Context: an optimization exercise on an open-source flow, tuned for small area, a short achievable clock period and few clock cycles per item. The choices shown serve that exercise and are no tape-out recipe. Only simulation tests tie the RTL to the original design; equivalence was not proved.

==> 10-13 <==
Design nbhd_filter, start of the top module:
module nbhd_filter (
    input  wire        clk,
    input  wire        rst,         
    input  wire        in_valid,
    output wire        in_ready,
    input  wire [1:0]  in_op,       
    input  wire [71:0] in_win,
    output wire        out_valid,
    output wire [7:0]  out_pix
);
    assign in_ready = 1'b1;
    reg        s1_valid;
    reg [1:0]  s1_op;
    reg [71:0] s1_win;
    always @(posedge clk) begin
        s1_valid <= in_valid & ~rst;
        s1_op    <= in_op;
        s1_win   <= in_win;
    end
    wire [7:0]  sharpen_pix, median_pix;
    wire [10:0] sx, sy;
    wire [7:0]  ga, gb;
    wire        gxs, gys, gbig;
    nbhd_sharpen    u_sharpen (.win(s1_win), .pix(sharpen_pix));
    nbhd_median     u_median  (.win(s1_win), .pix(median_pix));
    nbhd_sobel_grad u_grad    (.win(s1_win), .sx(sx), .sy(sy));
  ...
make LEC_CHECK=0 ABC_AREA=1 CAP_MARGIN=20 CORE_MARGIN=2 CORE_UTILIZATION=60 SLEW_MARGIN=20 finish   # period 35.0 ns
run.sh (not shown) runs the stock make flow with config.mk's settings and CLKGATE_MAP_FILE= SYNTH_SCRIPT=/design/flow/synth_recipe.tcl, a recipe that flattens the netlist after the stock synthesis.
==> 05-10: changes against 10-13 <==
==> flow/flow/run.sh (new file) <==
#!/bin/bash
# The standard layout (standard.sh), with every input and output port
# buffered by a plain buf_1 cell instead of the buffer_ports default.
set -euo pipefail
export BUFFER_PORTS_ARGS="-buffer_cell sky130_fd_sc_hd__buf_1"
bash standard.sh > standard.log 2>&1
==> flow/standard.sh (new file) <==
#!/bin/bash
# synth_recipe.tcl (not shown) runs the flow's synth.tcl, then flattens the netlist and writes it again
# the make line also repeats each setting of config.mk as NAME=value (left out here)
make -C /OpenROAD-flow-scripts/flow DESIGN_CONFIG=/design/flow/config.mk WORK_HOME=/design/flow/orfs CLKGATE_MAP_FILE= SYNTH_SCRIPT=/design/flow/synth_recipe.tcl "${@:-finish}"
removed: flow/run.sh
==> results.txt <==
05-10 passed the timing, design-rule and antenna checks. 10-13 finished with timing, DRC and antenna clean. Against 10-13, the worst hold slack of 05-10 is higher by 0.0010 ns. Global-route usage: 05-10 is lower than 10-13 (0.79 points). Against 10-13, the utilization of 05-10 is lower by 1.6 points. Critical path depth is the same in 10-13 and 05-10. Clock-buffer cell count: 10-13 is higher than 05-10 (1). In 05-10 the via count is smaller than in 10-13, by 0.44%. Synthesized cell count is the same in 10-13 and 05-10.
==> figures <==
metric                                                     10-13           05-10
Fraction of the cycle the final worst path needs          23.71%          22.59%
Final instance area                                  0.01881 mm²     0.01836 mm²
Fill count                                                 2,494           2,582
Routing usage on met1                                     41.03%          39.74%
Wire length of the first global-routing pass           80,740 µm       78,740 µm
Ratio of layout area to synthesized area                 1.0978x         1.0714x
Final core utilization                                    67.35%          65.74%
Worst slew slack as a fraction of its limit               28.83%          31.32%
Outcome                                           finished clean  finished clean
Total number of vias                                      15,975          15,904
Data arrival time of the worst path                      1.30 ns         0.91 ns
Dpl hpwl                                               41,340 µm       40,560 µm
Multi-input gate share of the layout cell area            62.67%          64.21%
RePlAce Congestion                                        0.9708          0.9699
CP endpoint                                           out_pix[5]      out_pix[1]
Testbench counts of 10-13, summed over its fixed seeds: cycles 24,032, items 24,000.
Testbench counts of 05-10, summed over its fixed seeds: cycles 24,032, items 24,000.

==> run G <==
Another version of the RTL of nbhd_filter (not shown whole).
export LEC_CHECK = 0
export ABC_AREA = 1
export CAP_MARGIN = 20
export CORE_MARGIN = 2
export CORE_UTILIZATION = 60
export CTS_BUF_LIST = sky130_fd_sc_hd__clkbuf_8
export SLEW_MARGIN = 20
create_clock -name core_clock -period 35.0 [get_ports {clk}]
standard.sh (not shown) runs the stock make flow with config.mk's settings and CLKGATE_MAP_FILE= SYNTH_SCRIPT=/design/flow/synth_recipe.tcl, a recipe that flattens the netlist after the stock synthesis.
==> flow/flow/run.sh <==
#!/bin/bash
# The standard layout (standard.sh), with every input and output port
# buffered by a plain buf_1 cell instead of the buffer_ports default.
set -euo pipefail
export BUFFER_PORTS_ARGS="-buffer_cell sky130_fd_sc_hd__buf_1"
bash standard.sh > standard.log 2>&1
==> run C: changes against run G <==
Settings changed: CTS_BUF_LIST sky130_fd_sc_hd__clkbuf_8 to default.
==> run X: changes against run G <==
==> flow/flow/run.sh (replaced) <==
#!/bin/bash
# The standard layout (standard.sh), with every input and output port
# buffered by a plain buf_1 cell instead of the buffer_ports default, and
# clock tree synthesis without dummy loads.
set -euo pipefail
export BUFFER_PORTS_ARGS="-buffer_cell sky130_fd_sc_hd__buf_1"
export CTS_ARGS="-sink_clustering_enable -repair_clock_nets -dont_use_dummy_load"
bash standard.sh > standard.log 2>&1
Settings changed: CTS_BUF_LIST sky130_fd_sc_hd__clkbuf_8 to default.
==> results.yml <==
run_status:
  status: "complete, no violations"
timing:
  period_share: 0.226
  tightest_slew_ns: 0.930
  max-slew-margin-rel: 0.373
critical_path:
  worst_r2r_startpoint: "s1_win[64]"
  r2r-end: "s2_x[4]"
drt:
  avgRoutedWirePerCell_um: 17.6
  met1_length_um: 19400
clocking:
  clk_latency_ns: 0.43
# the run above: run X

==> results.yml <==
run_status:
  status: "complete, no violations"
drt:
  avgRoutedWirePerCell_um: 17.6
  met1_length_um: 19300
  dr.first_iter.drc_count: 1198
timing:
  max-slew-margin-rel: 0.432
  period_share: 0.226
  tightest_slew_ns: 0.843
critical_path:
  worst_r2r_startpoint: "s1_win[64]"
# the run above: run C

==> results.yml <==
floorplan:
  dieArea_um2: 28500
final_layout:
  largestClassByArea: "multi-input gates"
timing:
  period_share: 0.227
  tightest_slew_ns: 0.897
run_status:
  status: "complete, no violations"
critical_path:
  worst_r2r_startpoint: "s1_win[57]"
global_route:
  busiest_layer: "met2"
clocking:
  clk_latency_ns: 0.49
drt:
  met1_length_um: 19600
# the run above: run G

Testbench counts of run G, summed over its fixed seeds: cycles 24,032, items 24,000.
Testbench counts of run C, summed over its fixed seeds: cycles 24,032, items 24,000.
Testbench counts of run X, summed over its fixed seeds: cycles 24,032, items 24,000.

static timing again, ports no longer ideal:
The results above use ideal ports. As a check the final layouts listed here were re-extracted and re-timed, cells and wires unchanged. Step 1 sets driving cells, clkbuf_16 on the clock port and buf_2 on the other inputs (assumed; they add their load-dependent delay and slew). Step 2 moves the port delays by t, midway between the first and last clock arrival at a register: inputs arrive t later, outputs are due t later. That takes back most of the time a late clock gives input paths. Three values: ideal ports, drivers, drivers and shift; two values: the first two.
run | t (ns) | slack for setup (ns) | slew at the worst register clock pin (ns)
10-13 | 0.498 | 26.701 / 26.647 / 27.146 | 0.06 / 0.06
05-10 | 0.500 | 27.092 / 27.039 / 27.315 | 0.07 / 0.07
run G | 0.522 | 27.046 / 26.997 / 27.520 | 0.13 / 0.13
run C | 0.490 | 27.095 / 27.040 / 27.530 | 0.08 / 0.08
run X | 0.473 | 27.101 / 27.047 / 27.519 | 0.07 / 0.07
After both steps every run listed still meets setup and hold.
